Source: an optimization exercise on an open RTL-to-GDS flow (aim: small area, a short achievable clock period and few clock cycles per item). Production flows keep margins and buffers that such runs may drop. The RTL was checked by simulation tests, not by an equivalence proof against the original design.

==> flow/design.v <==
module rs_dec (
    input  wire       clk,
    input  wire       rst,           
    input  wire       in_valid,
    output wire       in_ready,
    input  wire [7:0] in_data,
    input  wire [7:0] in_n,          
    input  wire [3:0] in_t,          
    output reg        err_valid,
    output reg  [7:0] err_pos,
    output reg  [7:0] err_val,
    output reg        done,
    output reg  [7:0] bstat
);
    localparam TMAX = 15;
    localparam NSYN = 2 * TMAX;      
    function automatic [7:0] gf_mul(input [7:0] a, input [7:0] b);
        reg [14:0] p;
        integer k;
        begin
            p = 15'd0;
            for (k = 0; k < 8; k = k + 1)
                if (b[k]) p = p ^ ({7'd0, a} << k);
            for (k = 14; k >= 8; k = k - 1)
                if (p[k]) p = p ^ (15'h11d << (k - 8));
            gf_mul = p[7:0];
        end
    endfunction
    function automatic [3:0] gf4_mul(input [3:0] a, input [3:0] b);    
        reg [6:0] p;
        integer k;
        begin
            p = 7'd0;
            for (k = 0; k < 4; k = k + 1)
                if (b[k]) p = p ^ ({3'd0, a} << k);
            for (k = 6; k >= 4; k = k - 1)
                if (p[k]) p = p ^ (7'h13 << (k - 4));
            gf4_mul = p[3:0];
        end
    endfunction
    function automatic [3:0] gf4_inv(input [3:0] a);
        case (a)
        4'd0: gf4_inv = 4'd0;
        4'd1: gf4_inv = 4'd1;
        4'd2: gf4_inv = 4'd9;
        4'd3: gf4_inv = 4'd14;
        4'd4: gf4_inv = 4'd13;
        4'd5: gf4_inv = 4'd11;
        4'd6: gf4_inv = 4'd7;
        4'd7: gf4_inv = 4'd6;
        4'd8: gf4_inv = 4'd15;
        4'd9: gf4_inv = 4'd2;
        4'd10: gf4_inv = 4'd12;
        4'd11: gf4_inv = 4'd5;
        4'd12: gf4_inv = 4'd10;
        4'd13: gf4_inv = 4'd4;
        4'd14: gf4_inv = 4'd3;
        4'd15: gf4_inv = 4'd8;
        endcase
    endfunction
    function automatic [7:0] gf_inv(input [7:0] a);
        reg [7:0] b, c;
        reg [3:0] d, di;
        begin
        b[0] = a[0] ^ a[1] ^ a[2] ^ a[3] ^ a[4] ^ a[6] ^ a[7];
        b[1] = a[2] ^ a[3] ^ a[6] ^ a[7];
        b[2] = a[2] ^ a[4] ^ a[6];
        b[3] = a[3] ^ a[4] ^ a[5] ^ a[6];
        b[4] = a[4] ^ a[7];
        b[5] = a[1] ^ a[3] ^ a[4];
        b[6] = a[2] ^ a[5] ^ a[6];
        b[7] = a[5];
        d  = gf4_mul(gf4_mul(b[7:4], b[7:4]), 4'd8) ^ gf4_mul(b[7:4], b[3:0]) ^ gf4_mul(b[3:0], b[3:0]);
        di = gf4_inv(d);
        c  = {gf4_mul(b[7:4], di), gf4_mul(b[7:4] ^ b[3:0], di)};
        gf_inv[0] = c[0] ^ c[2] ^ c[4] ^ c[5];
        gf_inv[1] = c[1] ^ c[4] ^ c[5] ^ c[6] ^ c[7];
        gf_inv[2] = c[1] ^ c[3] ^ c[4] ^ c[7];
        gf_inv[3] = c[1] ^ c[2] ^ c[4];
        gf_inv[4] = c[2] ^ c[6] ^ c[7];
        gf_inv[5] = c[7];
        gf_inv[6] = c[1] ^ c[3] ^ c[4] ^ c[6];
        gf_inv[7] = c[2] ^ c[4] ^ c[6] ^ c[7];
        end
    endfunction
    function automatic [7:0] gf_apow(input integer e);
      case (e)
        0: gf_apow = 8'h01;
        1: gf_apow = 8'h02;
        2: gf_apow = 8'h04;
        3: gf_apow = 8'h08;
        4: gf_apow = 8'h10;
        5: gf_apow = 8'h20;
        6: gf_apow = 8'h40;
        7: gf_apow = 8'h80;
        8: gf_apow = 8'h1d;
        9: gf_apow = 8'h3a;
        10: gf_apow = 8'h74;
        11: gf_apow = 8'he8;
        12: gf_apow = 8'hcd;
        13: gf_apow = 8'h87;
        14: gf_apow = 8'h13;
        15: gf_apow = 8'h26;
        16: gf_apow = 8'h4c;
        17: gf_apow = 8'h98;
        18: gf_apow = 8'h2d;
        19: gf_apow = 8'h5a;
        20: gf_apow = 8'hb4;
        21: gf_apow = 8'h75;
        22: gf_apow = 8'hea;
        23: gf_apow = 8'hc9;
        24: gf_apow = 8'h8f;
        25: gf_apow = 8'h03;
        26: gf_apow = 8'h06;
        27: gf_apow = 8'h0c;
        28: gf_apow = 8'h18;
        29: gf_apow = 8'h30;
        30: gf_apow = 8'h60;
        31: gf_apow = 8'hc0;
        32: gf_apow = 8'h9d;
        33: gf_apow = 8'h27;
        34: gf_apow = 8'h4e;
        35: gf_apow = 8'h9c;
        36: gf_apow = 8'h25;
        37: gf_apow = 8'h4a;
        38: gf_apow = 8'h94;
        39: gf_apow = 8'h35;
        40: gf_apow = 8'h6a;
        41: gf_apow = 8'hd4;
        42: gf_apow = 8'hb5;
        43: gf_apow = 8'h77;
        44: gf_apow = 8'hee;
        45: gf_apow = 8'hc1;
        46: gf_apow = 8'h9f;
        47: gf_apow = 8'h23;
        48: gf_apow = 8'h46;
        49: gf_apow = 8'h8c;
        50: gf_apow = 8'h05;
        51: gf_apow = 8'h0a;
        52: gf_apow = 8'h14;
        53: gf_apow = 8'h28;
        54: gf_apow = 8'h50;
        55: gf_apow = 8'ha0;
        56: gf_apow = 8'h5d;
        57: gf_apow = 8'hba;
        58: gf_apow = 8'h69;
        59: gf_apow = 8'hd2;
        60: gf_apow = 8'hb9;
        61: gf_apow = 8'h6f;
        62: gf_apow = 8'hde;
        63: gf_apow = 8'ha1;
        64: gf_apow = 8'h5f;
        65: gf_apow = 8'hbe;
        66: gf_apow = 8'h61;
        67: gf_apow = 8'hc2;
        68: gf_apow = 8'h99;
        69: gf_apow = 8'h2f;
        70: gf_apow = 8'h5e;
        71: gf_apow = 8'hbc;
        72: gf_apow = 8'h65;
        73: gf_apow = 8'hca;
        74: gf_apow = 8'h89;
        75: gf_apow = 8'h0f;
        76: gf_apow = 8'h1e;
        77: gf_apow = 8'h3c;
        78: gf_apow = 8'h78;
        79: gf_apow = 8'hf0;
        80: gf_apow = 8'hfd;
        81: gf_apow = 8'he7;
        82: gf_apow = 8'hd3;
        83: gf_apow = 8'hbb;
        84: gf_apow = 8'h6b;
        85: gf_apow = 8'hd6;
        86: gf_apow = 8'hb1;
        87: gf_apow = 8'h7f;
        88: gf_apow = 8'hfe;
        89: gf_apow = 8'he1;
        90: gf_apow = 8'hdf;
        91: gf_apow = 8'ha3;
        92: gf_apow = 8'h5b;
        93: gf_apow = 8'hb6;
        94: gf_apow = 8'h71;
        95: gf_apow = 8'he2;
        96: gf_apow = 8'hd9;
        97: gf_apow = 8'haf;
        98: gf_apow = 8'h43;
        99: gf_apow = 8'h86;
        100: gf_apow = 8'h11;
        101: gf_apow = 8'h22;
        102: gf_apow = 8'h44;
        103: gf_apow = 8'h88;
        104: gf_apow = 8'h0d;
        105: gf_apow = 8'h1a;
        106: gf_apow = 8'h34;
        107: gf_apow = 8'h68;
        108: gf_apow = 8'hd0;
        109: gf_apow = 8'hbd;
        110: gf_apow = 8'h67;
        111: gf_apow = 8'hce;
        112: gf_apow = 8'h81;
        113: gf_apow = 8'h1f;
        114: gf_apow = 8'h3e;
        115: gf_apow = 8'h7c;
        116: gf_apow = 8'hf8;
        117: gf_apow = 8'hed;
        118: gf_apow = 8'hc7;
        119: gf_apow = 8'h93;
        120: gf_apow = 8'h3b;
        121: gf_apow = 8'h76;
        122: gf_apow = 8'hec;
        123: gf_apow = 8'hc5;
        124: gf_apow = 8'h97;
        125: gf_apow = 8'h33;
        126: gf_apow = 8'h66;
        127: gf_apow = 8'hcc;
        128: gf_apow = 8'h85;
        129: gf_apow = 8'h17;
        130: gf_apow = 8'h2e;
        131: gf_apow = 8'h5c;
        132: gf_apow = 8'hb8;
        133: gf_apow = 8'h6d;
        134: gf_apow = 8'hda;
        135: gf_apow = 8'ha9;
        136: gf_apow = 8'h4f;
        137: gf_apow = 8'h9e;
        138: gf_apow = 8'h21;
        139: gf_apow = 8'h42;
        140: gf_apow = 8'h84;
        141: gf_apow = 8'h15;
        142: gf_apow = 8'h2a;
        143: gf_apow = 8'h54;
        144: gf_apow = 8'ha8;
        145: gf_apow = 8'h4d;
        146: gf_apow = 8'h9a;
        147: gf_apow = 8'h29;
        148: gf_apow = 8'h52;
        149: gf_apow = 8'ha4;
        150: gf_apow = 8'h55;
        151: gf_apow = 8'haa;
        152: gf_apow = 8'h49;
        153: gf_apow = 8'h92;
        154: gf_apow = 8'h39;
        155: gf_apow = 8'h72;
        156: gf_apow = 8'he4;
        157: gf_apow = 8'hd5;
        158: gf_apow = 8'hb7;
        159: gf_apow = 8'h73;
        160: gf_apow = 8'he6;
        161: gf_apow = 8'hd1;
        162: gf_apow = 8'hbf;
        163: gf_apow = 8'h63;
        164: gf_apow = 8'hc6;
        165: gf_apow = 8'h91;
        166: gf_apow = 8'h3f;
        167: gf_apow = 8'h7e;
        168: gf_apow = 8'hfc;
        169: gf_apow = 8'he5;
        170: gf_apow = 8'hd7;
        171: gf_apow = 8'hb3;
        172: gf_apow = 8'h7b;
        173: gf_apow = 8'hf6;
        174: gf_apow = 8'hf1;
        175: gf_apow = 8'hff;
        176: gf_apow = 8'he3;
        177: gf_apow = 8'hdb;
        178: gf_apow = 8'hab;
        179: gf_apow = 8'h4b;
        180: gf_apow = 8'h96;
        181: gf_apow = 8'h31;
        182: gf_apow = 8'h62;
        183: gf_apow = 8'hc4;
        184: gf_apow = 8'h95;
        185: gf_apow = 8'h37;
        186: gf_apow = 8'h6e;
        187: gf_apow = 8'hdc;
        188: gf_apow = 8'ha5;
        189: gf_apow = 8'h57;
        190: gf_apow = 8'hae;
        191: gf_apow = 8'h41;
        192: gf_apow = 8'h82;
        193: gf_apow = 8'h19;
        194: gf_apow = 8'h32;
        195: gf_apow = 8'h64;
        196: gf_apow = 8'hc8;
        197: gf_apow = 8'h8d;
        198: gf_apow = 8'h07;
        199: gf_apow = 8'h0e;
        200: gf_apow = 8'h1c;
        201: gf_apow = 8'h38;
        202: gf_apow = 8'h70;
        203: gf_apow = 8'he0;
        204: gf_apow = 8'hdd;
        205: gf_apow = 8'ha7;
        206: gf_apow = 8'h53;
        207: gf_apow = 8'ha6;
        208: gf_apow = 8'h51;
        209: gf_apow = 8'ha2;
        210: gf_apow = 8'h59;
        211: gf_apow = 8'hb2;
        212: gf_apow = 8'h79;
        213: gf_apow = 8'hf2;
        214: gf_apow = 8'hf9;
        215: gf_apow = 8'hef;
        216: gf_apow = 8'hc3;
        217: gf_apow = 8'h9b;
        218: gf_apow = 8'h2b;
        219: gf_apow = 8'h56;
        220: gf_apow = 8'hac;
        221: gf_apow = 8'h45;
        222: gf_apow = 8'h8a;
        223: gf_apow = 8'h09;
        224: gf_apow = 8'h12;
        225: gf_apow = 8'h24;
        226: gf_apow = 8'h48;
        227: gf_apow = 8'h90;
        228: gf_apow = 8'h3d;
        229: gf_apow = 8'h7a;
        230: gf_apow = 8'hf4;
        231: gf_apow = 8'hf5;
        232: gf_apow = 8'hf7;
        233: gf_apow = 8'hf3;
        234: gf_apow = 8'hfb;
        235: gf_apow = 8'heb;
        236: gf_apow = 8'hcb;
        237: gf_apow = 8'h8b;
        238: gf_apow = 8'h0b;
        239: gf_apow = 8'h16;
        240: gf_apow = 8'h2c;
        241: gf_apow = 8'h58;
        242: gf_apow = 8'hb0;
        243: gf_apow = 8'h7d;
        244: gf_apow = 8'hfa;
        245: gf_apow = 8'he9;
        246: gf_apow = 8'hcf;
        247: gf_apow = 8'h83;
        248: gf_apow = 8'h1b;
        249: gf_apow = 8'h36;
        250: gf_apow = 8'h6c;
        251: gf_apow = 8'hd8;
        252: gf_apow = 8'had;
        253: gf_apow = 8'h47;
        254: gf_apow = 8'h8e;
        default: gf_apow = 8'h01;
      endcase
    endfunction
    integer i;
    localparam K_FIX   = 2'd0;
    localparam K_CLEAN = 2'd1;
    localparam K_FAIL  = 2'd2;
    reg        in_ready_r;
    reg  [7:0] cin;                  
    assign in_ready = in_ready_r;
    wire take    = in_valid && in_ready_r;
    wire first   = (cin == 8'd1);
    wire last_in = (cin == in_n);
    always @(posedge clk) begin
        if (take) cin <= last_in ? 8'd1 : cin + 8'd1;
        if (rst) cin <= 8'd1;
    end
    reg [7:0] T [0:NSYN-1];
    reg       s1_full;
    reg [7:0] n1;
    reg [3:0] t1;
    localparam S2_IDLE = 3'd0;
    localparam S2_A    = 3'd2;       
    localparam S2_B    = 3'd3;       
    localparam S2_C    = 3'd7;       
    localparam S2_OM   = 3'd5;       
    localparam S2_DONE = 3'd6;
    reg [2:0] s2;
    reg [7:0] R    [0:NSYN-1];       
    reg [7:0] lam  [0:TMAX];         
    reg [7:0] bx   [0:TMAX];         
    reg [7:0] omg  [0:TMAX-1];       
    reg [7:0] dlt;                   
    reg [4:0] len;                   
    reg [4:0] rc;                    
    reg [3:0] oc;                    
    reg [15:0] msk;                  
    reg [7:0] n2;                    
    reg       rzero;                 
    reg [7:0] ne;                    
    reg [3:0] t2;
    reg [1:0] k2;
    wire [4:0] twot2 = {t2, 1'b0};
    reg        rfull;                
    wire       xfer  = s1_full && !rfull;
    reg [7:0] rtap;
    always @(*) begin
        rtap = R[NSYN-1];
        for (i = 1; i < NSYN; i = i + 2)
            if (twot2 == i + 1) rtap = R[i];
    end
    wire [4:0] twot1 = {t1, 1'b0};
    reg tzero;
    always @(*) begin
        tzero = 1'b1;
        for (i = 0; i < NSYN; i = i + 1)
            if (i < twot1 && T[i] != 8'd0) tzero = 1'b0;
    end
    wire start;
    wire       upd = (s2 == S2_B);
    wire       scl = (s2 == S2_C);
    reg [7:0] ma, mb;
    reg [7:0] prod [0:TMAX];
    reg [7:0] dsum;
    always @(*) begin
        dsum = 8'd0;
        for (i = 0; i <= TMAX; i = i + 1) begin
            ma = (upd || scl) ? dlt : (msk[i] ? lam[i] : 8'd0);
            mb = (upd || scl) ? bx[i] : R[i];
            prod[i] = gf_mul(ma, mb);
            dsum = dsum ^ prod[i];
        end
    end
    wire       grow  = (dlt != 8'd0) && ({len, 1'b0} <= {1'b0, rc});
    reg [7:0] cc [0:TMAX];           
    reg [7:0] ww [0:TMAX-1];         
    reg       act3;
    reg [7:0] pos3;
    reg [4:0] L3;
    reg [1:0] k3;
    wire last3   = (pos3 == 8'd0);
    wire s3_free = !act3 || last3;
    wire hand    = (s2 == S2_DONE) && s3_free;
    assign start = rfull && ((s2 == S2_IDLE) || hand);
    reg [7:0] csum, osum, wsum;
    always @(*) begin
        csum = 8'd0;
        osum = 8'd0;
        wsum = 8'd0;
        for (i = 0; i <= TMAX; i = i + 1) begin
            csum = csum ^ cc[i];
            if (i % 2 == 1) osum = osum ^ cc[i];
        end
        for (i = 0; i < TMAX; i = i + 1)
            wsum = wsum ^ ww[i];
    end
    wire root = (k3 == K_FIX) && (csum == 8'd0);
    wire       e1_act  = act3;
    wire       e1_last = last3;
    wire       e1_root = act3 && root;
    reg       e2_act, e2_last, e2_root;
    reg [7:0] e2_pos, e2_inv, e2_ws, e2_stat;
    reg [4:0] nroot;
    reg       bad;
    wire [4:0] nr_tot  = nroot + {4'd0, e1_root};
    wire       bad_tot = bad || (e1_root && (osum == 8'd0 || wsum == 8'd0));
    wire s1_full_n = (take && last_in) ? 1'b1 : (xfer ? 1'b0 : s1_full);
    wire rrel      = (start && rzero) ||
                     (s2 == S2_OM && (len > {1'b0, t2} || {1'b0, oc} == len - 5'd1));
    wire rfree_n   = (!rfull && !xfer) || rrel;
    always @(posedge clk) begin
        in_ready_r <= !s1_full_n || rfree_n;
        s1_full    <= s1_full_n;
        rfull      <= !rfree_n;
        if (rst) begin
            in_ready_r <= 1'b1;
            s1_full    <= 1'b0;
            rfull      <= 1'b0;
        end
    end
    always @(posedge clk) begin
        if (take) begin
            for (i = 0; i < NSYN; i = i + 1)
                T[i] <= (first ? 8'd0 : gf_mul(T[i], gf_apow((255 - i) % 255))) ^ in_data;
            if (last_in) begin
                n1 <= in_n;
                t1 <= in_t;
            end
        end
    end
    always @(posedge clk) begin
        if (xfer) begin
            R[0] <= T[0];
            for (i = 1; i < NSYN; i = i + 1)
                R[i] <= T[NSYN-i];
            n2    <= n1;
            t2    <= t1;
            rzero <= tzero;
        end
        case (s2)
        S2_A: begin
            dlt <= dsum;
            s2  <= S2_B;
        end
        S2_B: begin
            for (i = 0; i <= TMAX; i = i + 1)
                lam[i] <= lam[i] ^ prod[i];
            bx[0] <= 8'd0;
            for (i = 1; i <= TMAX; i = i + 1)
                bx[i] <= grow ? lam[i-1] : bx[i-1];
            if (grow) begin
                len  <= rc + 5'd1 - len;
                dlt  <= gf_inv(dlt);
            end
            for (i = 1; i < NSYN; i = i + 1)
                R[i] <= R[i-1];
            rc <= rc + 5'd1;
            if (rc == twot2 - 5'd1) begin
                R[0] <= rtap;
                oc   <= 4'd0;
                msk  <= 16'h0001;
                s2   <= S2_OM;
            end else begin
                R[0] <= R[NSYN-1];
                s2   <= grow ? S2_C : S2_A;
            end
        end
        S2_C: begin
            for (i = 0; i <= TMAX; i = i + 1)
                bx[i] <= prod[i];
            s2 <= S2_A;
        end
        S2_OM: begin
            omg[oc] <= dsum;
            R[0] <= rtap;
            for (i = 1; i < NSYN; i = i + 1)
                R[i] <= R[i-1];
            msk <= {msk[14:0], 1'b1};
            oc  <= oc + 4'd1;
            if (len > {1'b0, t2}) begin
                k2 <= K_FAIL;
                s2 <= S2_DONE;
            end else if ({1'b0, oc} == len - 5'd1) begin
                s2 <= S2_DONE;
            end
        end
        S2_DONE: if (hand) s2 <= S2_IDLE;
        default: s2 <= S2_IDLE;
        endcase
        if (start) begin
            ne <= n2;
            for (i = 0; i <= TMAX; i = i + 1) begin
                lam[i] <= (i == 0) ? 8'd1 : 8'd0;
                bx[i]  <= (i == 1) ? 8'd1 : 8'd0;
            end
            for (i = 0; i < TMAX; i = i + 1)
                omg[i] <= 8'd0;
            len <= 5'd0;
            rc  <= 5'd0;
            msk <= 16'hffff;
            if (rzero) begin
                k2 <= K_CLEAN;
                s2 <= S2_DONE;
            end else begin
                k2 <= K_FIX;
                s2 <= S2_A;
            end
        end
        if (rst) s2 <= S2_IDLE;
    end
    always @(posedge clk) begin
        for (i = 0; i <= TMAX; i = i + 1)
            cc[i] <= gf_mul(cc[i], gf_apow(i));
        for (i = 0; i < TMAX; i = i + 1)
            ww[i] <= gf_mul(ww[i], gf_apow(i));
        pos3 <= pos3 - 8'd1;
        if (last3) act3 <= 1'b0;
        if (hand) begin
            for (i = 0; i <= TMAX; i = i + 1)
                cc[i] <= lam[i];
            for (i = 0; i < TMAX; i = i + 1)
                ww[i] <= omg[i];
            pos3 <= (k2 == K_FIX) ? ne - 8'd1 : 8'd0;
            L3   <= len;
            k3   <= k2;
            act3 <= 1'b1;
        end
        if (rst) act3 <= 1'b0;
    end
    always @(posedge clk) begin
        if (e1_act) begin
            nroot <= e1_last ? 5'd0 : nr_tot;
            bad   <= e1_last ? 1'b0 : bad_tot;
        end
        e2_act  <= e1_act;
        e2_last <= e1_last;
        e2_root <= e1_root;
        e2_pos  <= pos3;
        e2_inv  <= gf_inv(osum);
        e2_ws   <= wsum;
        e2_stat <= (k3 == K_CLEAN) ? 8'h01 :
                   (k3 == K_FAIL || bad_tot || nr_tot != L3) ? 8'h06 :
                   {L3, 3'b011};
        err_valid <= e2_act && e2_root;
        err_pos   <= e2_pos;
        err_val   <= gf_mul(e2_inv, e2_ws);
        done      <= e2_act && e2_last;
        bstat     <= e2_stat;
        if (rst) begin
            e2_act    <= 1'b0;
            nroot     <= 5'd0;
            bad       <= 1'b0;
            err_valid <= 1'b0;
            done      <= 1'b0;
        end
    end
endmodule
==> flow/run.sh <==
#!/bin/bash
# synth_recipe.tcl (not shown) runs the flow's synth.tcl, then flattens the netlist and writes it again
# the make line also repeats each setting of config.mk as NAME=value (left out here)
make -C /OpenROAD-flow-scripts/flow DESIGN_CONFIG=/design/flow/config.mk WORK_HOME=/design/flow/orfs CLKGATE_MAP_FILE= SYNTH_SCRIPT=/design/flow/synth_recipe.tcl finish
==> flow/config.mk <==
export PLATFORM = sky130hd
export DESIGN_NAME = rs_dec
export DESIGN_NICKNAME = rs_dec
export VERILOG_FILES = /design/flow/design.v
export SDC_FILE = /design/flow/constraint.sdc
export NUM_CORES = 4
export LEC_CHECK = 0
export CAP_MARGIN = 20
export CORE_MARGIN = 2
export CORE_UTILIZATION = 40
export SETUP_SLACK_MARGIN = 5
export SLEW_MARGIN = 20
==> flow/constraint.sdc <==
create_clock -name core_clock -period 10.0 [get_ports {clk}]
set_input_delay 2.0000 -clock core_clock [delete_from_list [all_inputs] [get_ports {clk}]]
set_output_delay 2.0000 -clock core_clock [all_outputs]
set_load 0.01 [all_outputs]
==> impl_metrics.toml, run 1 <==
[layout]
syn2layout_area_growth_pct = 19.2
nNetsFinal = 10000
fill_cells = 19900
regArea_sq_mm = 0.0312
postLayoutCoreUtil = 0.480
drive_gt1_frac = 0.168
multi_input_area_sq_mm = 0.0579

[drt]
drt-pass1-iter-count = 6
wl_met3_mm = 23.3
wl_met2_mm = 130
viasPerCell = 5.42
ant_nets = 0
wl_per_cell_um = 22.6
drc = 0
finalWirelength_mm = 290
wl_met1_mm = 122
dr.max_layer_used = "met5"
via_count = 69600
drt_iter0_markers = 6906

[worst_hold_path]
hold_class = "reg2reg"

[timing]
slew_violations = 0
rsz0062_at_grt = "true"
clock-skew-final_ns = 0.0643
clock.fmax_mhz = 185
layout_min_cycle_time_ns = 5.39
holdWs_ns = 0.324
relSlewSlack = 0.226
hold_viol = 0
setup_viol = 0
tns_ns = 0
fin_crit_sh = 0.539
tightest_slew_ns = 1.16

[critical_path]
required_ns = 10.55
worstSetupEndpointType = "flip-flop"
worstPathMaxFanout = 4
startpoint_type = "flip-flop"
cp_common_cell = "xnor2_2"
path_class = "reg2reg"
cpLargestDelayFamily = "XOR/XNOR gates"
arrival_ns = 5.94
cpPeakStageDelay_ns = 0.43
crit_buf_inv = 3
slowest_stage = "edfxtp_1"

[floorplanning]
fp-row-count = 170
die_h_um = 469
dieArea_sq_mm = 0.220
io_pins = 50
start_util = 0.403
die_x_um = 469
core-area_sq_mm = 0.215

[grt]
grt.total_usage = 0.252
grt_overflow = 0
grt_pass1_vias = 65800
grt_pass1_wl_mm = 424
antenna_found_initial = 8
grt_max_degree = 196

[flow_run]
maxCapViolations = 0

[logic_synthesis]
yosysUniqueCellTypes = 87
synth_enable_flop_cells = 562
ys_seq_area_frac = 0.359
synth-main-ff-cell = "dfxtp_1"
syn-mean-instance-area_sq_um = 8.92
netlist_area_sq_mm = 0.0865
synth-seq-cells = 1273
ys.warnings.count = 8
synthTopCellsByArea = "xnor2_1, edfxtp_1, dfxtp_1, nor2_1, xor2_1"
synth_top_area_frac = 0.223
syn_nets = 9862
netlist_instances = 9704
async_reset_ff_frac = 0
synth_top_cell_by_area = "xnor2_1"

[clocking]
clkLatencyLatePin_ns = 0.84
clk_pin_slew_worst_paths_ns = 0.06
htreeDepth = 4
clock-sinks = 1273
cts_hold_buf = 0
clockBufferDepth = 3
cts_inserted_buffers = 147
cts_root_buffer = "clkbuf_16"
cts_tree = "done"

[placement]
io_buffers = 49
globalplace.congestion = 0.975
dpl.hpwl_mm = 197

[run_status]
status = "complete, no violations"
-- cell type report --
cell class	instances	share of cell area
repair buffers	493	0.0441
diodes	3	0.0000728
clock inverters	67	0.00826
flip-flops and latches	1273	0.302
multi-input cells	7729	0.561
well taps	2838	0.0344
clock buffers	204	0.0409
inverters	234	0.00883
-- cells in the mapped netlist, types with 10 or more instances --
cell	number
xnor2_1	2200
nor2_1	1629
nand2_1	821
dfxtp_1	711
xor2_1	697
a21oi_1	605
edfxtp_1	562
clkbuf_1	391
mux2_2	330
o21ai_0	304
inv_1	229
mux2i_1	193
a211oi_1	170
ha_1	134
nand3_1	89
or3_1	83
buf_1	39
a21o_1	35
buf_2	30
nand4_1	30
nor2b_1	29
nand2b_1	27
nor3_1	25
and3_1	24
nor4_1	20
xnor3_1	19
o22ai_1	18
o31ai_1	16
xnor2_2	15
o32ai_1	14
a32oi_1	11
and2_1	11
a21boi_0	10
nor3b_1	10
-- metal layers --
metal,GRT usage,up-vias
met2,0.395,2811
met4,0.108,4
met3,0.0457,669
li1,-,32400
met5,0,-
met1,0.338,33700
-- stage by stage --
stage / area (sq um) / worst slack, ns / std cells
global route: 103000 / 4.44 / 12800
finish: 103000 / 4.61 / 12800
detailed placement: 89700 / 3.14 / 12200
global placement: 89700 / 3.37 / 12200
CTS: 98800 / 4.67 / 12600
floorplan: 86800 / 4.86 / 9704
-- cell families (layout without fill, tap and decap cells) --
group	Yosys count	count (layout)	share of synthesized area
AOI/OAI and AO/OA	1277	1278	0.0857
xor gates and xnor gates	2939	2939	0.303
adders and majority gates	138	138	0.0200
buffers and inverters	709	998	0.0320
DFF	1273	1273	0.359
muxes	529	531	0.0664
other	0	3	0
and+or+nand+nor	2839	2843	0.133
-- worst paths after layout --
path,cells after the start,slack [ns],start,to
max,25,4.61,dlt[3]$_DFFE_PP_,dlt[6]$_DFFE_PP_
min,0,0.32,e2_stat[2]$_SDFF_PP0_,bstat[2]$_DFF_P_
max reg2reg,25,4.61,dlt[3]$_DFFE_PP_,dlt[6]$_DFFE_PP_
min reg2reg,0,0.32,e2_stat[2]$_SDFF_PP0_,bstat[2]$_DFF_P_
-- registers in the layout, indices dropped and copies added (netlist names), 8 cells and up --
| name | count |
|---|---|
| e2_pos | 8 |
| e2_ws | 8 |
| omg | 120 |
| cin | 8 |
| lam | 128 |
| dlt | 8 |
| ww | 120 |
| e2_inv | 8 |
| bx | 128 |
| err_val | 8 |
| pos3 | 8 |
| ne | 8 |
| n1 | 8 |
| cc | 128 |
| n2 | 8 |
| e2_stat | 8 |
| msk | 15 |
| err_pos | 8 |
| bstat | 8 |
| R | 240 |
| T | 240 |
-- repair_timing --
action / CTS / global route
pin swaps: 48 / 136
setup endpoints to repair: 230 / 143
hold endpoints to repair: 0 / 0
resized for setup: 515 / 339
gates cloned: 8 / 7
buffers inserted: 97 / 248
-- placed cells by master (no fill, tap or decap), drive strengths merged, types with 38 or more instances in the layout --
cell,n
buf,447
xor2,699
nor2,1629
clkbuf,208
o21ai,307
a211oi,170
mux2,331
clkinv,38
edfxtp,562
mux2i,198
dfxtp,711
nand3,89
inv,237
clkdlybuf4s50,41
xnor2,2215
ha,134
a21oi,608
nand2,826
or3,83
Testbench counts, summed over its fixed seeds: cycles 38,253, blocks 384.
==> run 2, diff against run 1 <==
--- a/flow/design.v
+++ b/flow/design.v
@@ -371,4 +371,4 @@
     reg [7:0] R    [0:NSYN-1];       
-    reg [7:0] lam  [0:TMAX];         
-    reg [7:0] bx   [0:TMAX];         
+    reg [7:0] lam  [1:TMAX];         
+    reg [7:0] bx   [1:TMAX];         
     reg [7:0] omg  [0:TMAX-1];       
@@ -378,3 +378,2 @@
     reg [3:0] oc;                    
-    reg [15:0] msk;                  
     reg [7:0] n2;                    
@@ -404,8 +403,9 @@
     reg [7:0] ma, mb;
-    reg [7:0] prod [0:TMAX];
+    reg [7:0] prod [1:TMAX];
     reg [7:0] dsum;
     always @(*) begin
-        dsum = 8'd0;
-        for (i = 0; i <= TMAX; i = i + 1) begin
-            ma = (upd || scl) ? dlt : (msk[i] ? lam[i] : 8'd0);
+        dsum = R[0];                 
+        for (i = 1; i <= TMAX; i = i + 1) begin
+            ma = (upd || scl) ? dlt :
+                 ((s2 != S2_OM || i <= oc) ? lam[i] : 8'd0);
             mb = (upd || scl) ? bx[i] : R[i];
@@ -416,3 +416,3 @@
     wire       grow  = (dlt != 8'd0) && ({len, 1'b0} <= {1'b0, rc});
-    reg [7:0] cc [0:TMAX];           
+    reg [7:0] cc [1:TMAX];           
     reg [7:0] ww [0:TMAX-1];         
@@ -428,6 +428,6 @@
     always @(*) begin
-        csum = 8'd0;
+        csum = 8'd1;
         osum = 8'd0;
         wsum = 8'd0;
-        for (i = 0; i <= TMAX; i = i + 1) begin
+        for (i = 1; i <= TMAX; i = i + 1) begin
             csum = csum ^ cc[i];
@@ -487,6 +487,6 @@
         S2_B: begin
-            for (i = 0; i <= TMAX; i = i + 1)
-                lam[i] <= lam[i] ^ prod[i];
-            bx[0] <= 8'd0;
             for (i = 1; i <= TMAX; i = i + 1)
+                lam[i] <= lam[i] ^ prod[i];
+            bx[1] <= grow ? 8'd1 : 8'd0;
+            for (i = 2; i <= TMAX; i = i + 1)
                 bx[i] <= grow ? lam[i-1] : bx[i-1];
@@ -502,3 +502,2 @@
                 oc   <= 4'd0;
-                msk  <= 16'h0001;
                 s2   <= S2_OM;
@@ -510,3 +509,3 @@
         S2_C: begin
-            for (i = 0; i <= TMAX; i = i + 1)
+            for (i = 1; i <= TMAX; i = i + 1)
                 bx[i] <= prod[i];
@@ -519,3 +518,2 @@
                 R[i] <= R[i-1];
-            msk <= {msk[14:0], 1'b1};
             oc  <= oc + 4'd1;
@@ -533,4 +531,4 @@
             ne <= n2;
-            for (i = 0; i <= TMAX; i = i + 1) begin
-                lam[i] <= (i == 0) ? 8'd1 : 8'd0;
+            for (i = 1; i <= TMAX; i = i + 1) begin
+                lam[i] <= 8'd0;
                 bx[i]  <= (i == 1) ? 8'd1 : 8'd0;
@@ -541,3 +539,2 @@
             rc  <= 5'd0;
-            msk <= 16'hffff;
             if (rzero) begin
@@ -553,3 +550,3 @@
     always @(posedge clk) begin
-        for (i = 0; i <= TMAX; i = i + 1)
+        for (i = 1; i <= TMAX; i = i + 1)
             cc[i] <= gf_mul(cc[i], gf_apow(i));
@@ -560,3 +557,3 @@
         if (hand) begin
-            for (i = 0; i <= TMAX; i = i + 1)
+            for (i = 1; i <= TMAX; i = i + 1)
                 cc[i] <= lam[i];
==> impl_metrics.toml, run 2 <==
[grt]
grt_pass1_wl_mm = 457
grt_max_degree = 155
grt.total_usage = 0.272
grt_overflow = 0
antenna_found_initial = 3
grt_pass1_vias = 68900

[placement]
globalplace.congestion = 1.01
postPlaceCellArea_sq_mm = 0.0899
dpl.hpwl_mm = 213
dp_cells = 12100
post-place-ws_ns = 2.64
io_buffers = 49

[drt]
drc = 0
finalWirelength_mm = 320
drt-pass1-iter-count = 14
via_count = 72600
wl_met1_mm = 128
viasPerCell = 5.62
dr.max_layer_used = "met5"
wl_met3_mm = 29.9
ant_nets = 0
wl_per_cell_um = 24.8
wl_met2_mm = 143
drt_iter0_markers = 8256

[worst_hold_path]
hold_class = "reg2reg"
hold_end = "err_pos[4]$_DFF_P_"
hold_start = "e2_pos[4]$_DFF_P_"
hold_depth = 0

[timing]
tightest_slew_ns = 1.12
clock.fmax_mhz = 183
rsz0062_at_grt = "true"
fin_crit_sh = 0.545
layout_min_cycle_time_ns = 5.45
setup_viol = 0
relSlewSlack = 0.250
finalWorstSetupSlack_ns = 4.55
hold_viol = 0
tns_ns = 0
slew_violations = 0
holdWs_ns = 0.325
clock-skew-final_ns = 0.0443

[layout]
layout_common_cells = "xnor2_1, nor2_1, nand2_1"
fill_cells = 19300
nNetsFinal = 10100
drive_gt1_frac = 0.215
syn2layout_area_growth_pct = 23.6
postLayoutCoreUtil = 0.498
final_common_cell = "xnor2_1"
final_area_sq_mm = 0.107
finalNonFillerCells = 12900
top_regs = "R x240, T x240"

[floorplanning]
die_h_um = 469
start_util = 0.403
die_x_um = 469
fp-row-count = 170
io_pins = 50
core-area_sq_mm = 0.215
dieArea_sq_mm = 0.220

[critical_path]
worstPathMaxFanout = 6
required_ns = 10.69
startpoint_type = "flip-flop"
ff2ff_setup_slack_ns = 4.55
reg2reg_to = "e2_inv[2]$_DFF_P_"
path_class = "reg2reg"
worstReg2RegStart = "cc[1][1]$_DFF_P_"
worst_r2r_path_depth = 22
arrival_ns = 6.14
worstSetupEndpointType = "flip-flop"

[logic_synthesis]
ys_seq_area_frac = 0.349
synth_top_area_frac = 0.198
yosysUniqueCellTypes = 104
ys.warnings.count = 8
synth_top_cell_by_area = "xnor2_1"
yosys-top-cells-count = "xnor2_1, nor2_1, nand2_1"
async_reset_ff_frac = 0
synth_enable_flop_cells = 554
synthTopCellsByArea = "xnor2_1, edfxtp_1, dfxtp_1, nor2_1, xor2_1"
synth-main-ff-cell = "dfxtp_1"
synth-seq-cells = 1234
syn_nets = 9681
netlist_instances = 9522
netlist_area_sq_mm = 0.0866
synth.most_common_cell = "xnor2_1"
syn-mean-instance-area_sq_um = 9.09

[clocking]
clk_pin_slew_worst_paths_ns = 0.06
clockBufferDepth = 3
cts_inserted_buffers = 143
clock-sinks = 1234
cts_root_buffer = "clkbuf_16"
htreeDepth = 4
cts_hold_buf = 0
cts_tree = "done"
clkLatencyLatePin_ns = 0.83

[flow_run]
maxCapViolations = 0

[run_status]
status = "complete, no violations"
run 2: cell count changes in the layout (fill, tap and decap cells not counted), sizes merged, moves of 43 or more:
cell	previous run	this run
buf	447	704
xnor2	2215	1969
nor2	1629	1468
a21oi	608	747
xnor3	21	133
xor2	699	637
o211ai	8	62
o21ai	307	357
nand3	89	46
run 2: cells by family (layout without fill, tap and decap cells):
| logic type | Yosys count | count (layout) | synth area share |
|---|---|---|---|
| buf+inv | 726 | 1263 | 0.0344 |
| fa+ha+maj | 138 | 138 | 0.0200 |
| flops | 1234 | 1234 | 0.349 |
| compound gates | 1540 | 1543 | 0.104 |
| xor+xnor | 2745 | 2746 | 0.302 |
| mux | 516 | 517 | 0.0658 |
| simple gates | 2623 | 2628 | 0.124 |
| other cells | 0 | 2 | 0 |
run 2: final cells by class:
| class | count | area, sq um | area share |
|---|---|---|---|
| Sequential cell | 1234 | 30300 | 0.283 |
| Timing Repair inverter | 1 | 8.76 | 0.0000818 |
| Inverter | 237 | 972 | 0.00908 |
| Tap cell | 2838 | 3550 | 0.0332 |
| Multi-Input combinational cell | 7572 | 59900 | 0.560 |
| Timing Repair Buffer | 764 | 7500 | 0.0701 |
| Clock buffer | 187 | 3980 | 0.0372 |
| Clock inverter | 74 | 801 | 0.00748 |
| Antenna cell | 2 | 5.00 | 0.0000468 |
run 2: worst max-delay path by stage:
stage	endpoint	cells after the start	slack [ns]	from
after floorplan	e2_inv[2]$_DFF_P_	23	4.82	cc[15][3]$_DFF_P_
after global placement	omg[9][4]$_SDFFE_PP0P_	17	2.68	s2[0]$_SDFFE_PP0P_
after detailed placement	omg[1][4]$_SDFFE_PP0P_	17	2.64	s2[0]$_SDFFE_PP0P_
after CTS	e2_inv[6]$_DFF_P_	23	4.59	cc[3][2]$_DFF_P_
after global routing	e2_inv[2]$_DFF_P_	22	4.40	cc[1][1]$_DFF_P_
final	e2_inv[2]$_DFF_P_	22	4.55	cc[1][1]$_DFF_P_
run 2: routing by layer:
metal  track usage  vias to the layer above
met5             0                        -
met4         0.136                        2
met3        0.0580                      950
met2         0.428                     3474
met1         0.354                    35400
li1              -                    32800
run 2: critical path, cell delays in order, from the launching register on:
cell	delay, ns
dfxtp_4	0.37
xnor2_4	0.34
xnor2_2	0.19
xor2_1	0.20
buf_6	0.16
inv_8	0.04
ha_4	0.24
xor3_2	0.28
xnor3_2	0.29
buf_6	0.15
xnor2_4	0.20
ha_4	0.19
xor2_4	0.24
xor2_4	0.27
inv_2	0.11
ha_1	0.21
nand2_2	0.08
o211ai_4	0.11
o211ai_1	0.15
xnor3_1	0.48
xnor3_2	0.41
xnor3_2	0.44
xor2_1	0.17
run 2: what timing repair did:
action | 4_1_cts | 5_1_grt
buffers inserted | 309 | 245
gates cloned | 19 | 16
gates resized for setup | 733 | 515
endpoints found under the setup margin | 260 | 141
pin swaps | 175 | 243
Testbench counts of run 2, summed over its fixed seeds: cycles 38,253, blocks 384.
==> run 3, diff against run 2 <==
--- a/flow/config.mk
+++ b/flow/config.mk
@@ -10,2 +10,3 @@
 export CORE_UTILIZATION = 40
+export CTS_BUF_LIST = sky130_fd_sc_hd__clkbuf_4 sky130_fd_sc_hd__clkbuf_8
 export SETUP_SLACK_MARGIN = 5
==> impl_metrics.toml, run 3 <==
[critical_path]
required_ns = 10.88
path_class = "reg2reg"
arrival_ns = 6.36
startpoint_type = "flip-flop"
worstSetupEndpointType = "flip-flop"
worstPathMaxFanout = 7
cpPeakStageDelay_ns = 0.47
slowest_stage = "xnor3_2"
crit_chain = "xnor2_2 -> xor2_4 -> xor2_4 -> buf_4 -> xnor3_2 -> buf_4 -> xnor2_4 -> ha_4 -> xor2_4 -> xor2_4 -> buf_4 -> ha_4 -> inv_2 -> mux2i_4 -> mux2i_4 -> nand2b_4 -> xnor3_1 -> xnor3_2 -> xnor3_2 -> xor2_1"
cp_common_cell = "xor2_4"

[floorplanning]
core-area_sq_mm = 0.215
dieArea_sq_mm = 0.220
io_pins = 50
die_x_um = 469
start_util = 0.403
die_h_um = 469
fp-row-count = 170

[grt]
grt_max_degree = 155
grt_overflow = 0
antenna_found_initial = 7
grt.total_usage = 0.272
grt_pass1_vias = 69200
grt_pass1_wl_mm = 457

[worst_hold_path]
hold_class = "reg2reg"

[drt]
ant_nets = 0
via_count = 72700
drc = 0
drt-pass1-iter-count = 7
finalWirelength_mm = 319
drt_iter0_markers = 8381
wl_per_cell_um = 24.6
viasPerCell = 5.60

[layout]
fill_cells = 19600
top_regs = "R x240, T x240"
multi_input_area_sq_mm = 0.0593
regArea_sq_mm = 0.0303
layout_common_cells = "xnor2_1, nor2_1, nand2_1"
syn2layout_area_growth_pct = 22.0
nNetsFinal = 10100
drive_gt1_frac = 0.215
final_common_cell = "xnor2_1"

[logic_synthesis]
synth-seq-cells = 1234
synth_enable_flop_cells = 554
synth-main-ff-cell = "dfxtp_1"
netlist_area_sq_mm = 0.0866
synth_top_area_frac = 0.198
ys.warnings.count = 8
netlist_instances = 9522
synth.most_common_cell = "xnor2_1"
synth_top_cell_by_area = "xnor2_1"
syn-mean-instance-area_sq_um = 9.09
syn_nets = 9681
synthTopCellsByArea = "xnor2_1, edfxtp_1, dfxtp_1, nor2_1, xor2_1"
yosys-top-cells-count = "xnor2_1, nor2_1, nand2_1"
async_reset_ff_frac = 0
ys_seq_area_frac = 0.349
yosysUniqueCellTypes = 104

[timing]
tightest_slew_ns = 1.13
rsz0062_at_grt = "true"
hold_viol = 0
clock-skew-final_ns = 0.0841
relSlewSlack = 0.245
setup_viol = 0
slew_violations = 0
layout_min_cycle_time_ns = 5.48
tns_ns = 0
fin_crit_sh = 0.548
clock.fmax_mhz = 182

[placement]
io_buffers = 49
dpl.hpwl_mm = 213
globalplace.congestion = 1.01

[clocking]
cts_inserted_buffers = 210
clk_pin_slew_worst_paths_ns = 0.06
clock-sinks = 1234
cts_tree = "done"
htreeDepth = 4
clkLatencyLatePin_ns = 1.04
clockBufferDepth = 3
cts_root_buffer = "clkbuf_8"

[flow_run]
maxCapViolations = 0

[run_status]
status = "complete, no violations"
run 3: cell types whose count changed in the layout (fill, tap and decap cells not counted), moves of 11 or more:
cell,delta
a21oi_2,-13
buf_4,-23
buf_6,-24
clkbuf_1,-25
clkbuf_16,-148
clkbuf_4,+74
clkbuf_8,+230
clkinv_1,+15
xnor2_1,+22
xnor2_2,-11
xnor2_4,-12
run 3: final cells by class:
class,count,area share
clock inverter,70,0.00604
timing repair buffer,714,0.0654
tap,2838,0.0336
clock buffer,318,0.0369
sequential,1234,0.287
multi-input combinational,7568,0.562
antenna,6,0.000142
inverter,237,0.00918
timing repair inverter,1,0.0000829
run 3: what timing repair did:
action,CTS,global route
cloned,15,13
buffers inserted,280,227
resized for setup,733,390
pin swaps,186,195
hold buffers,0,0
endpoints found under the setup margin,249,142
run 3: critical path: cells and delay by family (launching register included):
kind | cells | cell delay, ns
flip-flops | 1 | 0.41
XOR/XNOR | 11 | 3.40
adder cells (fa/ha/maj) | 2 | 0.39
buffers and inverters | 4 | 0.59
multiplexers | 2 | 0.32
AND/OR/NAND/NOR | 1 | 0.18
run 3: cell families after synthesis:
family                   count (synthesis)  synth area share
buffers and inverters                  726            0.0344
AO/OA/AOI/OAI                         1540             0.104
flip-flops                            1234             0.349
adder cells (fa/ha/maj)                138            0.0200
AND/OR/NAND/NOR                       2623             0.124
XOR/XNOR                              2745             0.302
multiplexers                           516            0.0658
run 3: worst paths after layout:
| path | from | endpoint | slack, ns | cells past startpoint |
|---|---|---|---|---|
| worst max-delay path | cc[3][6]$_DFF_P_ | e2_inv[2]$_DFF_P_ | 4.52 | 20 |
| worst min-delay path | e2_stat[6]$_SDFF_PP0_ | bstat[6]$_DFF_P_ | 0.32 | 0 |
| worst max register to register | cc[3][6]$_DFF_P_ | e2_inv[2]$_DFF_P_ | 4.52 | 20 |
| worst min register to register | e2_stat[6]$_SDFF_PP0_ | bstat[6]$_DFF_P_ | 0.32 | 0 |
run 3: through the flow:
stage / instances / setup slack, ns / hold WS [ns] / util / cell area, sq um
final: 13000 / 4.52 / 0.323 / 0.492 / 106000
after global routing: 13000 / 4.41 / 0.331 / 0.492 / 106000
after CTS: 12700 / 4.56 / 0.326 / 0.472 / 101000
after detailed placement: 12100 / 2.64 / 0.312 / 0.419 / 89900
after global placement: 12100 / 2.68 / 0.312 / 0.419 / 89900
after floorplan: 9522 / 4.82 / 0.310 / - / 86800
run 3: per-layer routing:
| layer | vias up | wire length, um | track usage |
|---|---|---|---|
| li1 | 32800 | - | - |
| met1 | 35500 | 128000 | 0.354 |
| met2 | 3484 | 142000 | 0.426 |
| met3 | 925 | 29500 | 0.0585 |
| met4 | 4 | 19300 | 0.136 |
| met5 | - | 19 | 0 |
==> run 4, diff against run 3 <==
--- a/flow/design.v
+++ b/flow/design.v
@@ -378,2 +378,4 @@
     reg [3:0] oc;                    
+    reg [TMAX:1] msk;                
+    reg       opbc;                  
     reg [7:0] n2;                    
@@ -400,4 +402,2 @@
     wire start;
-    wire       upd = (s2 == S2_B);
-    wire       scl = (s2 == S2_C);
     reg [7:0] ma, mb;
@@ -408,5 +408,4 @@
         for (i = 1; i <= TMAX; i = i + 1) begin
-            ma = (upd || scl) ? dlt :
-                 ((s2 != S2_OM || i <= oc) ? lam[i] : 8'd0);
-            mb = (upd || scl) ? bx[i] : R[i];
+            ma = opbc ? dlt : (msk[i] ? lam[i] : 8'd0);
+            mb = opbc ? bx[i] : R[i];
             prod[i] = gf_mul(ma, mb);
@@ -481,6 +480,8 @@
         end
+        opbc <= 1'b0;
         case (s2)
         S2_A: begin
-            dlt <= dsum;
-            s2  <= S2_B;
+            dlt  <= dsum;
+            s2   <= S2_B;
+            opbc <= 1'b1;
         end
@@ -502,2 +503,3 @@
                 oc   <= 4'd0;
+                msk  <= {TMAX{1'b0}};
                 s2   <= S2_OM;
@@ -506,2 +508,3 @@
                 s2   <= grow ? S2_C : S2_A;
+                opbc <= grow;
             end
@@ -519,2 +522,3 @@
             oc  <= oc + 4'd1;
+            msk <= {msk[TMAX-1:1], 1'b1};
             if (len > {1'b0, t2}) begin
@@ -539,2 +543,3 @@
             rc  <= 5'd0;
+            msk <= {TMAX{1'b1}};
             if (rzero) begin
@@ -547,3 +552,6 @@
         end
-        if (rst) s2 <= S2_IDLE;
+        if (rst) begin
+            s2   <= S2_IDLE;
+            opbc <= 1'b0;
+        end
     end
==> impl_metrics.toml, run 4 <==
[logic_synthesis]
yosysUniqueCellTypes = 91
ys.warnings.count = 8
yosys-top-cells-count = "xnor2_1, nor2_1, nand2_1"
synth_top_area_frac = 0.215
syn_nets = 9669
ys_seq_area_frac = 0.359
synthTopCellsByArea = "xnor2_1, edfxtp_1, dfxtp_1, nor2_1, xor2_1"
netlist_area_sq_mm = 0.0852
async_reset_ff_frac = 0
syn-mean-instance-area_sq_um = 8.95
synth-main-ff-cell = "dfxtp_1"
netlist_instances = 9511
synth-seq-cells = 1250
synth.most_common_cell = "xnor2_1"
synth_top_cell_by_area = "xnor2_1"
synth_enable_flop_cells = 554

[layout]
drive_gt1_frac = 0.168
nNetsFinal = 9801
top_regs = "R x240, T x240"
finalNonFillerCells = 12700
layout_common_cells = "xnor2_1, nor2_1, nand2_1"
fill_cells = 19800
syn2layout_area_growth_pct = 17.4
final_common_cell = "xnor2_1"

[critical_path]
cpLargestDelayFamily = "XOR/XNOR gates"
path_class = "reg2reg"
slowest_stage = "xnor3_2"
cp_common_cell = "xnor2_2"
ff2ff_setup_slack_ns = 4.59
cpPeakStageDelay_ns = 0.47
reg2reg_to = "e2_inv[1]$_DFF_P_"
crit_buf_inv = 2
crit_chain = "xnor2_4 -> xnor2_4 -> xor2_4 -> buf_4 -> buf_6 -> xnor2_2 -> xnor2_1 -> ha_1 -> xor2_1 -> xnor2_2 -> xnor3_2 -> xnor3_2 -> o221ai_4 -> nand2_2 -> xnor3_1 -> xor3_2 -> xnor2_2 -> xnor3_1"
startpoint = "cc[13][3]$_DFF_P_"
worst_r2r_path_depth = 18
worstReg2RegStart = "cc[13][3]$_DFF_P_"
arrival_ns = 6.29
worstSetupEndpointType = "flip-flop"
startpoint_type = "flip-flop"
required_ns = 10.87
worstPathMaxFanout = 12

[clocking]
cts_hold_buf = 0
clock-sinks = 1250
clockBufferDepth = 3
clkLatencyLatePin_ns = 1.02
htreeDepth = 4
clk_pin_slew_worst_paths_ns = 0.07
cts_root_buffer = "clkbuf_8"
cts_inserted_buffers = 217
cts_tree = "done"

[timing]
fin_crit_sh = 0.541
layout_min_cycle_time_ns = 5.41
setup_viol = 0
tns_ns = 0
rsz0062_at_grt = "true"
holdWs_ns = 0.317
clock.fmax_mhz = 185
relSlewSlack = 0.255
slew_violations = 0
hold_viol = 0
tightest_slew_ns = 1.09
clock-skew-final_ns = 0.0721

[grt]
grt_max_degree = 178
grt_most_used_layer = "met2"
grt.total_usage = 0.249
use_met3 = 0.0362
antenna_found_initial = 10
grt_overflow = 0
gr-usage-met1 = 0.337
use_met2 = 0.395
grt_pass1_wl_mm = 415
grt_pass1_vias = 65400

[floorplanning]
core-area_sq_mm = 0.212
dieArea_sq_mm = 0.217
die_h_um = 465
fp-row-count = 169
die_x_um = 465
io_pins = 50
start_util = 0.402

[worst_hold_path]
hold_class = "reg2reg"
hold_depth = 0
hold_start = "e2_pos[1]$_DFF_P_"
hold_end = "err_pos[1]$_DFF_P_"

[placement]
dpl.hpwl_mm = 194
io_buffers = 49
globalplace.congestion = 0.960
dp_cells = 12000

[drt]
wl_per_cell_um = 22.2
drt-pass1-iter-count = 6
viasPerCell = 5.38
finalWirelength_mm = 280
via_count = 68000
drc = 0
ant_nets = 0
drt_iter0_markers = 6846

[flow_run]
maxCapViolations = 0

[run_status]
status = "complete, no violations"
-- run 4: worst max path at each step --
stage	slack [ns]	cells past startpoint	end
floorplan	4.77	23	e2_inv[1]$_DFF_P_
global placement	3.15	16	omg[12][5]$_SDFFE_PP0P_
detailed placement	3.03	14	dlt[5]$_DFFE_PP_
CTS	4.63	21	e2_inv[1]$_DFF_P_
global route	4.50	18	e2_inv[1]$_DFF_P_
finish	4.59	18	e2_inv[1]$_DFF_P_
-- run 4: through the flow --
step	utilization	worst slack (ns)	cell area [sq um]
floorplan	-	4.77	85600
global placement	0.418	3.15	88700
detailed placement	0.418	3.03	88700
CTS	0.459	4.63	97300
global route	0.472	4.50	100000
finish	0.472	4.59	100000
-- run 4: metal layers --
metal / part of all wire / wire length, um
met4: 0.046 / 12900
met2: 0.45 / 127000
met5: 0.000086 / 24
met1: 0.43 / 121000
met3: 0.069 / 19500
-- run 4: area by class of cell --
cell class | count | area [sq um] | area share
clock buffer | 327 | 4060 | 0.0406
inverter | 236 | 925 | 0.00925
sequential | 1250 | 30600 | 0.306
timing repair buffer | 371 | 3590 | 0.0359
antenna | 3 | 7.51 | 0.0000751
tap | 2821 | 3530 | 0.0353
clock inverter | 78 | 731 | 0.00731
multi-input combinational | 7567 | 56500 | 0.565
-- run 4: what timing repair did --
item | 4_1_cts | 5_1_grt
gates resized for setup | 505 | 254
endpoints found under the setup margin | 213 | 206
buffers inserted | 113 | 110
cloned | 4 | 8
pin swaps | 81 | 91
-- run 4: kinds of logic after synthesis --
| group | count (synthesis) | synth area share |
|---|---|---|
| xor+xnor | 2824 | 0.302 |
| flops | 1250 | 0.359 |
| mux | 529 | 0.0669 |
| simple gates | 2834 | 0.136 |
| fa+ha+maj | 138 | 0.0203 |
| compound gates | 1239 | 0.0834 |
| buf+inv | 697 | 0.0320 |
Testbench counts of run 4, summed over its fixed seeds: cycles 38,253, blocks 384.
==> run 5, diff against run 4 <==
--- a/flow/config.mk
+++ b/flow/config.mk
@@ -11,3 +11,3 @@
 export CTS_BUF_LIST = sky130_fd_sc_hd__clkbuf_4 sky130_fd_sc_hd__clkbuf_8
-export SETUP_SLACK_MARGIN = 5
+export SETUP_SLACK_MARGIN = 4
 export SLEW_MARGIN = 20
==> impl_metrics.toml, run 5 <==
[run_status]
status = "complete, no violations"

[layout]
top_regs = "R x240, T x240"
syn2layout_area_growth_pct = 10.6
fill_cells = 20500
final_area_sq_mm = 0.0942
multi_input_area_sq_mm = 0.0528
final_common_cell = "xnor2_1"
nNetsFinal = 9600
drive_gt1_frac = 0.105
layout_common_cells = "xnor2_1, nor2_1, nand2_1"
regArea_sq_mm = 0.0306

[logic_synthesis]
async_reset_ff_frac = 0
syn_nets = 9669
synth_compound_area_frac = 0.0834
synth_top_family_by_area = "XOR/XNOR gates"
syn-mean-instance-area_sq_um = 8.95
synth_fa_ha_area_frac = 0.0203
ys_seq_area_frac = 0.359
synth-seq-cells = 1250
netlist_instances = 9511
synthXorXnorAreaFrac = 0.302
yosys-top-cells-count = "xnor2_1, nor2_1, nand2_1"
synthSimpleGateAreaFrac = 0.136
yosysUniqueCellTypes = 91
synth.most_common_cell = "xnor2_1"
synth_mux_area_frac = 0.0669
synth_top_area_frac = 0.215
synth-main-ff-cell = "dfxtp_1"
netlist_area_sq_mm = 0.0852
ys.warnings.count = 8
synth_top_cell_by_area = "xnor2_1"
synthTopCellsByArea = "xnor2_1, edfxtp_1, dfxtp_1, nor2_1, xor2_1"
synth_enable_flop_cells = 554

[clocking]
clkLatencyLatePin_ns = 0.99
cts_root_buffer = "clkbuf_8"
cts_inserted_buffers = 212
clock-sinks = 1250
htreeDepth = 4
clockBufferDepth = 3
cts_hold_buf = 0
clk_pin_slew_worst_paths_ns = 0.07
cts_tree = "done"

[placement]
postPlaceCellArea_sq_mm = 0.0883
io_buffers = 49
globalplace.congestion = 0.953
dpl.hpwl_mm = 192

[critical_path]
worst_r2r_path_depth = 16
reg2reg_to = "omg[14][3]$_SDFFE_PP0P_"
worstSetupEndpointType = "flip-flop"
crit_buf_inv = 1
worstPathMaxFanout = 52
worstReg2RegStart = "opbc$_SDFF_PP0_"
startpoint = "opbc$_SDFF_PP0_"
path_class = "reg2reg"
cpLargestDelayFamily = "XOR/XNOR gates"
cp-endpoint = "omg[14][3]$_SDFFE_PP0P_"
cp_common_cell = "xnor2_1"
ff2ff_setup_slack_ns = 4.13
crit_chain = "buf_12 -> mux2i_1 -> a21oi_1 -> xnor2_1 -> xnor2_1 -> xnor2_1 -> xnor3_1 -> xnor2_1 -> xnor2_1 -> xnor2_1 -> xnor2_1 -> xnor2_1 -> xnor3_4 -> nor2_1 -> a21oi_1 -> nor2_1"
startpoint_type = "flip-flop"
slowest_stage = "mux2i_1"
arrival_ns = 6.77
required_ns = 10.90
crit_cells = 16
cpPeakStageDelay_ns = 0.70

[timing]
relSlewSlack = 0.178
setup_viol = 0
tns_ns = 0
slew_violations = 0
clock.fmax_mhz = 170
fin_crit_sh = 0.587
rsz0062_at_grt = "false"
hold_viol = 0
clock-skew-final_ns = 0.0780
tightest_slew_ns = 1.20
layout_min_cycle_time_ns = 5.87

[drt]
wl_per_cell_um = 21.9
drc = 0
ant_nets = 0
viasPerCell = 5.36
finalWirelength_mm = 272
via_count = 66800
drt_iter0_markers = 6822
drt-pass1-iter-count = 6

[grt]
grt_max_degree = 222
grt.total_usage = 0.244
grt_pass1_wl_mm = 407
grt_overflow = 0
grt_pass1_vias = 64000
antenna_found_initial = 12

[flow_run]
maxCapViolations = 0

[floorplanning]
die_h_um = 465
dieArea_sq_mm = 0.217
die_x_um = 465
core-area_sq_mm = 0.212
fp-row-count = 169
start_util = 0.402
io_pins = 50

[worst_hold_path]
hold_depth = 0
hold_class = "reg2reg"
## run 5: logic make-up after synthesis
kind of cell,Yosys count
AOI/OAI and AO/OA,1239
xor gates and xnor gates,2824
adders and majority gates,138
buffers and inverters,697
DFF,1250
muxes,529
and+or+nand+nor,2834
## run 5: repair_timing
| action | 4_1_cts | 5_1_grt |
|---|---|---|
| gates cloned | 1 | 0 |
| setup endpoints to repair | 136 | 118 |
| setup buffers | 21 | 22 |
| gates resized for setup | 80 | 60 |
| pin swaps | 9 | 13 |
## run 5: metal layers
| layer | vias to the layer above | wire length, um | global-route usage |
|---|---|---|---|
| met1 | 32300 | 118000 | 0.332 |
| met5 | - | 11 | 0 |
| li1 | 31400 | - | - |
| met2 | 2556 | 122000 | 0.382 |
| met3 | 575 | 19300 | 0.0381 |
| met4 | 2 | 12700 | 0.104 |
## run 5: worst min path at each step
stage / startpoint / to / slack [ns]
CTS: e2_pos[2]$_DFF_P_ / err_pos[2]$_DFF_P_ / 0.33
global placement: e2_stat[0]$_SDFF_PP1_ / bstat[0]$_DFF_P_ / 0.31
global route: e2_pos[2]$_DFF_P_ / err_pos[2]$_DFF_P_ / 0.33
detailed placement: e2_stat[1]$_SDFF_PP0_ / bstat[1]$_DFF_P_ / 0.31
floorplan: e2_stat[0]$_SDFF_PP1_ / bstat[0]$_DFF_P_ / 0.31
finish: e2_pos[7]$_DFF_P_ / err_pos[7]$_DFF_P_ / 0.32
## run 5: through the flow
stage               hold slack (ns)  instances  setup slack (ns)   util
finish                        0.323      12500              4.13  0.445
global route                  0.327      12400              3.94  0.444
CTS                           0.328      12400              4.04  0.442
detailed placement            0.314      12000              3.01  0.417
global placement              0.312      12000              3.02  0.417
floorplan                     0.310       9511              4.13      -
## run 5: final cells by class
type,count,share of cell area
Timing Repair Buffer,178,0.0180
Multi-Input combinational cell,7564,0.560
Clock inverter,86,0.00843
Antenna cell,8,0.000213
Inverter,236,0.00962
Sequential cell,1250,0.325
Tap cell,2821,0.0375
Clock buffer,312,0.0411

==> afterwards: timing with drivers on the ports <==
How much do the figures lean on ideal ports? The routed layouts below were timed once more, with nothing changed but the port constraints.
Step 1 (the two cells are an assumption about what drives the block):
set clk [get_ports {clk}]
set_driving_cell -lib_cell sky130_fd_sc_hd__clkbuf_16 $clk
set_driving_cell -lib_cell sky130_fd_sc_hd__buf_2 [delete_from_list [all_inputs] $clk]
Step 2 moves the port delays by t, midway between the first and last clock arrival at a register: inputs arrive t later, outputs are due t later. That takes back most of the time a late clock gives input paths.
Three values: ideal ports, drivers, drivers and shift; two values: the first two.
run | t, ns | setup slack, ns | worst slew at a driven data input, ns
run 1 | 0.899 | 4.606 / 4.606 / 4.606 | 0.03
run 2 | 0.897 | 4.547 / 4.547 / 4.547 | 0.04
run 3 | 1.080 | 4.515 / 4.515 / 4.515 | 0.04
run 4 | 1.070 | 4.587 / 4.587 / 4.587 | 0.04
run 5 | 1.036 | 4.131 / 4.131 / 4.131 | 0.03
After both steps setup and hold are still met in every run listed.
